What follows belongs to an exercise in optimizing a design on an open flow for small area, a short achievable clock period and few clock cycles per item; a production flow would make more cautious choices.
The RTL was checked by simulation tests, not by an equivalence proof against the original design.

[flow/config.mk]
export PLATFORM = sky130hd
export DESIGN_NAME = nbhd_filter
export DESIGN_NICKNAME = nbhd_filter
export VERILOG_FILES = /design/flow/design.v
export SDC_FILE = /design/flow/constraint.sdc
export NUM_CORES = 4
export LEC_CHECK = 0
export CAP_MARGIN = 20
export CORE_MARGIN = 2
export CORE_UTILIZATION = 40
export SLEW_MARGIN = 20
[flow/constraint.sdc]
create_clock -name core_clock -period 35.0 [get_ports {clk}]
set_input_delay 7.0000 -clock core_clock [delete_from_list [all_inputs] [get_ports {clk}]]
set_output_delay 7.0000 -clock core_clock [all_outputs]
set_load 0.01 [all_outputs]
[flow/design.v]
module nbhd_sharpen (
    input  wire [71:0] win,
    output wire [7:0]  pix
);
    wire [7:0] n1 = win[15:8], n3 = win[31:24], n4 = win[39:32], n5 = win[47:40], n7 = win[63:56];
    wire signed [11:0] u = $signed({2'b0, n4, 2'b0}) + $signed({3'b0, n4, 1'b0}) + 12'sd1
                         - $signed({4'b0, n1}) - $signed({4'b0, n3}) - $signed({4'b0, n5}) - $signed({4'b0, n7});
    wire le1 = u[11] | (u[10:1] == 10'd0);
    wire ge511 = ~u[11] & (u[10:9] != 2'b00 | u[8:0] == 9'h1ff);
    assign pix = le1 ? 8'd0 : ge511 ? 8'd255 : u[8:1];
endmodule
module nbhd_sobel_sq (
    input  wire [71:0] win,
    output wire [15:0] mc
);
    wire [7:0] n0 = win[7:0],   n1 = win[15:8],  n2 = win[23:16];
    wire [7:0] n3 = win[31:24], n5 = win[47:40];
    wire [7:0] n6 = win[55:48], n7 = win[63:56], n8 = win[71:64];
    wire signed [10:0] a = $signed({3'b0, n8}) - $signed({3'b0, n0});
    wire signed [10:0] b = $signed({3'b0, n2}) - $signed({3'b0, n6});
    wire signed [10:0] c = $signed({3'b0, n5}) - $signed({3'b0, n3});
    wire signed [10:0] d = $signed({3'b0, n7}) - $signed({3'b0, n1});
    wire signed [10:0] sx = a + b + (c <<< 1);
    wire signed [10:0] sy = a - b + (d <<< 1);
    wire xs = sx[10], ys = sy[10];
    wire [10:0] cx = sx ^ {11{xs}};
    wire [10:0] cy = sy ^ {11{ys}};
    wire bigx = (cx[10:8] != 3'd0) | ((cx[7:1] == 7'h7f) & (cx[0] | xs));
    wire bigy = (cy[10:8] != 3'd0) | ((cy[7:1] == 7'h7f) & (cy[0] | ys));
    wire [7:0] ax = cx[7:0], ay = cy[7:0];
    wire [16:0] m = ax * ax + ay * ay + (xs ? {8'd0, ax, 1'b1} : 17'd0) + (ys ? {8'd0, ay, 1'b1} : 17'd0);
    wire sat = bigx | bigy | m[16] | (m[15:0] >= 16'd65025);
    assign mc = sat ? 16'hfe00 : m[15:0];
endmodule
module nbhd_sqrt (
    input  wire [15:0] m,
    output wire [7:0]  pix
);
    wire [17:0] x = {m, 2'b00};
    reg [11:0] rem;
    reg [8:0]  root;
    reg [11:0] trial;
    integer i;
    always @* begin
        rem  = 12'd0;
        root = 9'd0;
        for (i = 8; i >= 0; i = i - 1) begin
            rem   = {rem[9:0], x[2*i+1 -: 2]};
            trial = {1'b0, root, 2'b01};
            if (rem >= trial) begin
                rem  = rem - trial;
                root = {root[7:0], 1'b1};
            end else begin
                root = {root[7:0], 1'b0};
            end
        end
    end
    assign pix = root[8:1] + {7'd0, root[0]};
endmodule
module nbhd_median (
    input  wire [71:0] win,
    output wire [7:0]  pix
);
    function [23:0] sort3(input [7:0] a, input [7:0] b, input [7:0] c);
        reg [7:0] t;
        begin
            if (a > b) begin t = a; a = b; b = t; end
            if (b > c) begin t = b; b = c; c = t; end
            if (a > b) begin t = a; a = b; b = t; end
            sort3 = {c, b, a};
        end
    endfunction
    function [7:0] max3(input [7:0] a, input [7:0] b, input [7:0] c);
        reg [7:0] t;
        begin t = (a > b) ? a : b; max3 = (t > c) ? t : c; end
    endfunction
    function [7:0] min3(input [7:0] a, input [7:0] b, input [7:0] c);
        reg [7:0] t;
        begin t = (a < b) ? a : b; min3 = (t < c) ? t : c; end
    endfunction
    function [7:0] med3(input [7:0] a, input [7:0] b, input [7:0] c);
        reg [7:0] lo, hi, m;
        begin
            lo = (a < b) ? a : b; hi = (a < b) ? b : a;
            m = (hi < c) ? hi : c;
            med3 = (lo > m) ? lo : m;
        end
    endfunction
    wire [23:0] r0 = sort3(win[7:0],   win[15:8],  win[23:16]);
    wire [23:0] r1 = sort3(win[31:24], win[39:32], win[47:40]);
    wire [23:0] r2 = sort3(win[55:48], win[63:56], win[71:64]);
    wire [7:0] lo = max3(r0[7:0],   r1[7:0],   r2[7:0]);
    wire [7:0] md = med3(r0[15:8],  r1[15:8],  r2[15:8]);
    wire [7:0] hi = min3(r0[23:16], r1[23:16], r2[23:16]);
    assign pix = med3(lo, md, hi);
endmodule
module nbhd_filter (
    input  wire        clk,
    input  wire        rst,         
    input  wire        in_valid,
    output wire        in_ready,
    input  wire [1:0]  in_op,       
    input  wire [71:0] in_win,
    output wire        out_valid,
    output wire [7:0]  out_pix
);
    assign in_ready = 1'b1;
    reg        s1_valid;
    reg [1:0]  s1_op;
    reg [71:0] s1_win;
    always @(posedge clk) begin
        s1_valid <= in_valid & ~rst;
        s1_op    <= in_op;
        s1_win   <= in_win;
    end
    wire [7:0]  sharpen_pix, median_pix;
    wire [15:0] sobel_m;
    nbhd_sharpen  u_sharpen (.win(s1_win), .pix(sharpen_pix));
    nbhd_sobel_sq u_sobel   (.win(s1_win), .mc(sobel_m));
    nbhd_median   u_median  (.win(s1_win), .pix(median_pix));
    reg [15:0] s1_res;
    always @* begin
        case (s1_op)
            2'd0:    s1_res = {8'd0, sharpen_pix};
            2'd1:    s1_res = sobel_m;
            2'd2:    s1_res = {8'd0, median_pix};
            default: s1_res = {8'd0, s1_win[39:32]};
        endcase
    end
    reg        s2_valid;
    reg        s2_sobel;
    reg [15:0] s2_res;
    always @(posedge clk) begin
        s2_valid <= s1_valid & ~rst;
        s2_sobel <= (s1_op == 2'd1);
        s2_res   <= s1_res;
    end
    wire [7:0] sobel_pix;
    nbhd_sqrt u_sqrt (.m(s2_res), .pix(sobel_pix));
    reg       s3_valid;
    reg [7:0] s3_pix;
    always @(posedge clk) begin
        s3_valid <= s2_valid & ~rst;
        s3_pix   <= s2_sobel ? sobel_pix : s2_res[7:0];
    end
    assign out_valid = s3_valid;
    assign out_pix   = s3_pix;
endmodule
[flow/run.sh]
#!/bin/bash
# synth_recipe.tcl (not shown) runs the flow's synth.tcl, then flattens the netlist and writes it again
# the make line also repeats each setting of config.mk as NAME=value (left out here)
make -C /OpenROAD-flow-scripts/flow DESIGN_CONFIG=/design/flow/config.mk WORK_HOME=/design/flow/orfs CLKGATE_MAP_FILE= SYNTH_SCRIPT=/design/flow/synth_recipe.tcl finish
==> reports/metrics.cfg <==
[yosys]
yosys.area_share.simple=0.159
synth_cell_types=102
seq_area_frac_synth=0.0980
synth-compound-area-share=0.225
synth-async-reset-ratio=0
syn_avg_cell_area_um2=7.79
synth_edf_count=0
syn_inst=2676
ys_seq_elements=102
syn-num-nets=3232
synth_fa_ha_area_frac=0.329
synth_top_family_by_area=adder cells
ys.flop_type=dfxtp_1
synth-xor-area-share=0.0626
yosys_warnings=3
synthMuxAreaShare=0.0456
syn_area_mm2=0.0208

[sta]
finalSetupViolCount=0
timing.fmax_mhz=49.9
hold_slack_ns=0.448
worst_pin_slew_ns=0.936
hold_viol=0
grt_setup_unrepaired=false
maxSlewHeadroom=0.376
slew_violations=0
setup_tns_ns=0
period_share=0.572
skew_ns=0.0174
layout_min_cycle_time_ns=20.02

[route]
firstDrtPassIters=5
drtAntennaViolNets=0
routed_wl_um=62100
vias_per_cell=5.56
via_count=18900
drt_iter0_drc=1270
route.detailed.drc=0
routedWlPerCell_um=18.2

[worst_setup_path]
crit_type=flip-flop to flip-flop
cp_slowest_cell=o21ai_1
r2r_cells=84
r2r-end=s2_res[0]
cp-end-kind=flip-flop
crit_path_frequent_cell=a21oi_1
cp_max_fo=30
required_ns=35.35
cp.arrival_ns=20.37
r2r_start=s1_win[33]
cpPeakStageDelay_ns=0.75
start_kind=flip-flop
r2r_slack_ns=14.98

[final_layout]
drive_gt1_frac=0.0437
fillers=5130
fin_nets=3274
fin_area_mm2=0.0227
area_growth_pct=8.87
antenna_cells=0
fin_util=0.441

[worst_hold_path]
min_to=s3_valid
hold_start=s2_valid
holdCritPathClass=flip-flop to flip-flop
min_path_cells=1

[place]
hpwl_um=53400
io_buffers=85
gp_congestion=0.976
placed_cell_area_mm2=0.0224

[die]
rows=83
die-width_um=232
io_pins=87
start_util=0.406
chipHeight_um=232
core_area_mm2=0.0514
die_area_mm2=0.0540

[cts]
ctsResizeCount=0
h-tree-depth=3
cts_tree=built
holdBufCountCts=0
cts_root_buffer=clkbuf_16
cts_inserted_buffers=9
cts_setup_buffers=0
clk_path_buf_depth=2
cts_sinks=102
clkLatencyLatePin_ns=0.40
clkTransAtPathRegs_ns=0.08

[global_routing]
grt_use_total=0.233
grt-ovfl-total=0
grt_pass1_wl_um=98900
grt_max_degree=36
grt_pass1_vias=18500
antenna_found_initial=0

[job]
cap_violations=0

[run_status]
outcome=complete, no violations

-- through the flow --
step | worst slack (ns) | std cells
2_1_floorplan | 17.57 | 2676
4_1_cts | 15.27 | 3403
6_report | 14.98 | 3403
3_3_place_gp | 15.86 | 3387
3_5_place_dp | 15.32 | 3387
5_1_grt | 13.01 | 3403
-- worst max-delay path by stage --
stage,from,end,cells past startpoint
after detailed placement,s1_win[33],s2_res[0],84
after global routing,s1_win[33],s2_res[0],83
after CTS,s1_win[33],s2_res[0],84
final,s1_win[33],s2_res[0],84
after global placement,s1_win[33],s2_res[0],84
after floorplan,s1_win[9],s2_res[0],94
-- cells in the mapped netlist, types with 27 or more instances --
cell type,number,area (um^2)
a21o_1,76,571
fa_1,113,2260
nor2b_1,32,200
dfxtp_1,102,2040
clkbuf_1,47,176
o21bai_1,41,308
xor2_1,44,385
xnor2_1,105,920
inv_1,370,1390
nand2_1,180,676
o21ai_0,155,776
nor3_1,38,190
nor2_1,226,848
ha_1,366,4580
nand4_1,34,213
nand3_1,46,230
nand2b_1,27,169
a21oi_1,235,1180
mux2i_1,60,601
-- flip-flops by register name, summed over array words and instances, names as in the netlist --
name      flops
s3_pix        8
s3_valid      1
s1_win       72
s2_sobel      1
s1_op         2
s2_valid      1
s2_res       16
s1_valid      1
-- worst max-delay path, delay by kind of cell, from the launching register on --
kind                     cells  cell delay, ns
AO/OA/AOI/OAI               42            9.60
buffers and inverters        5            0.71
adder cells (fa/ha/maj)      9            2.63
AND/OR/NAND/NOR             25            5.28
multiplexers                 3            1.11
flip-flops                   1            0.60
-- cell type report --
| class | count | area [um^2] | area share |
|---|---|---|---|
| clock buffers | 9 | 225 | 0.00992 |
| clock inverters | 7 | 91.3 | 0.00402 |
| inverters | 371 | 1390 | 0.0614 |
| multi-input cells | 2137 | 17200 | 0.756 |
| flip-flops and latches | 102 | 2040 | 0.0900 |
| well taps | 680 | 851 | 0.0375 |
| repair buffers | 97 | 941 | 0.0415 |
-- cells in the final DEF, fill, tap and decap left out, drive strengths merged, types with 26 or more instances in the layout --
| cell | n |
|---|---|
| o21ai | 165 |
| nand2b | 27 |
| fa | 113 |
| xnor2 | 105 |
| a21o | 76 |
| nand4 | 36 |
| or2 | 26 |
| o21bai | 41 |
| nand2 | 180 |
| mux2i | 61 |
| nor2 | 228 |
| clkdlybuf4s50 | 85 |
| xor2 | 44 |
| nor3 | 38 |
| dfxtp | 102 |
| nor2b | 32 |
| mux2 | 27 |
| ha | 366 |
| inv | 372 |
| nand3 | 47 |
| a21oi | 237 |
-- per-layer routing --
metal | track usage | vias to the layer above | wire length, um
li1 | - | 9401 | -
met1 | 0.315 | 8942 | 29300
met2 | 0.385 | 498 | 28100
met3 | 0.0253 | 94 | 2840
met4 | 0.0737 | 0 | 1870
met5 | 0 | - | 0
-- cell families after synthesis --
logic type | after synthesis
DFF | 102
xor gates and xnor gates | 149
buffers and inverters | 437
other | 1
adders and majority gates | 481
muxes | 89
AOI/OAI and AO/OA | 721
and+or+nand+nor | 696
Testbench counts, summed over its fixed seeds: cycles 24,016, items 24,000.

## static timing again, ports no longer ideal
Ports are ideal in the flow. The routed layout listed here was re-timed in OpenROAD. Step 1 (the two cells are an assumption about what drives the block):
set clk [get_ports {clk}]
set_driving_cell -lib_cell sky130_fd_sc_hd__clkbuf_16 $clk
set_driving_cell -lib_cell sky130_fd_sc_hd__buf_2 [delete_from_list [all_inputs] $clk]
Step 2 also shifts input and output timing later by t, the mid clock arrival at the registers, as if the neighbouring blocks saw the same clock. Three values: ideal ports, drivers, drivers and shift; two values: the first two.
t, ns: 0.441
slack for setup (ns): 14.979 / 14.979 / 14.979
slew at the worst register clock pin (ns): 0.09 / 0.09
worst slew at a driven data input, ns: 0.08
After both steps setup and hold are still met in this run. For this run, drivers alone change the setup slack by 0.000 ns; drivers and shift together by 0.000 ns.
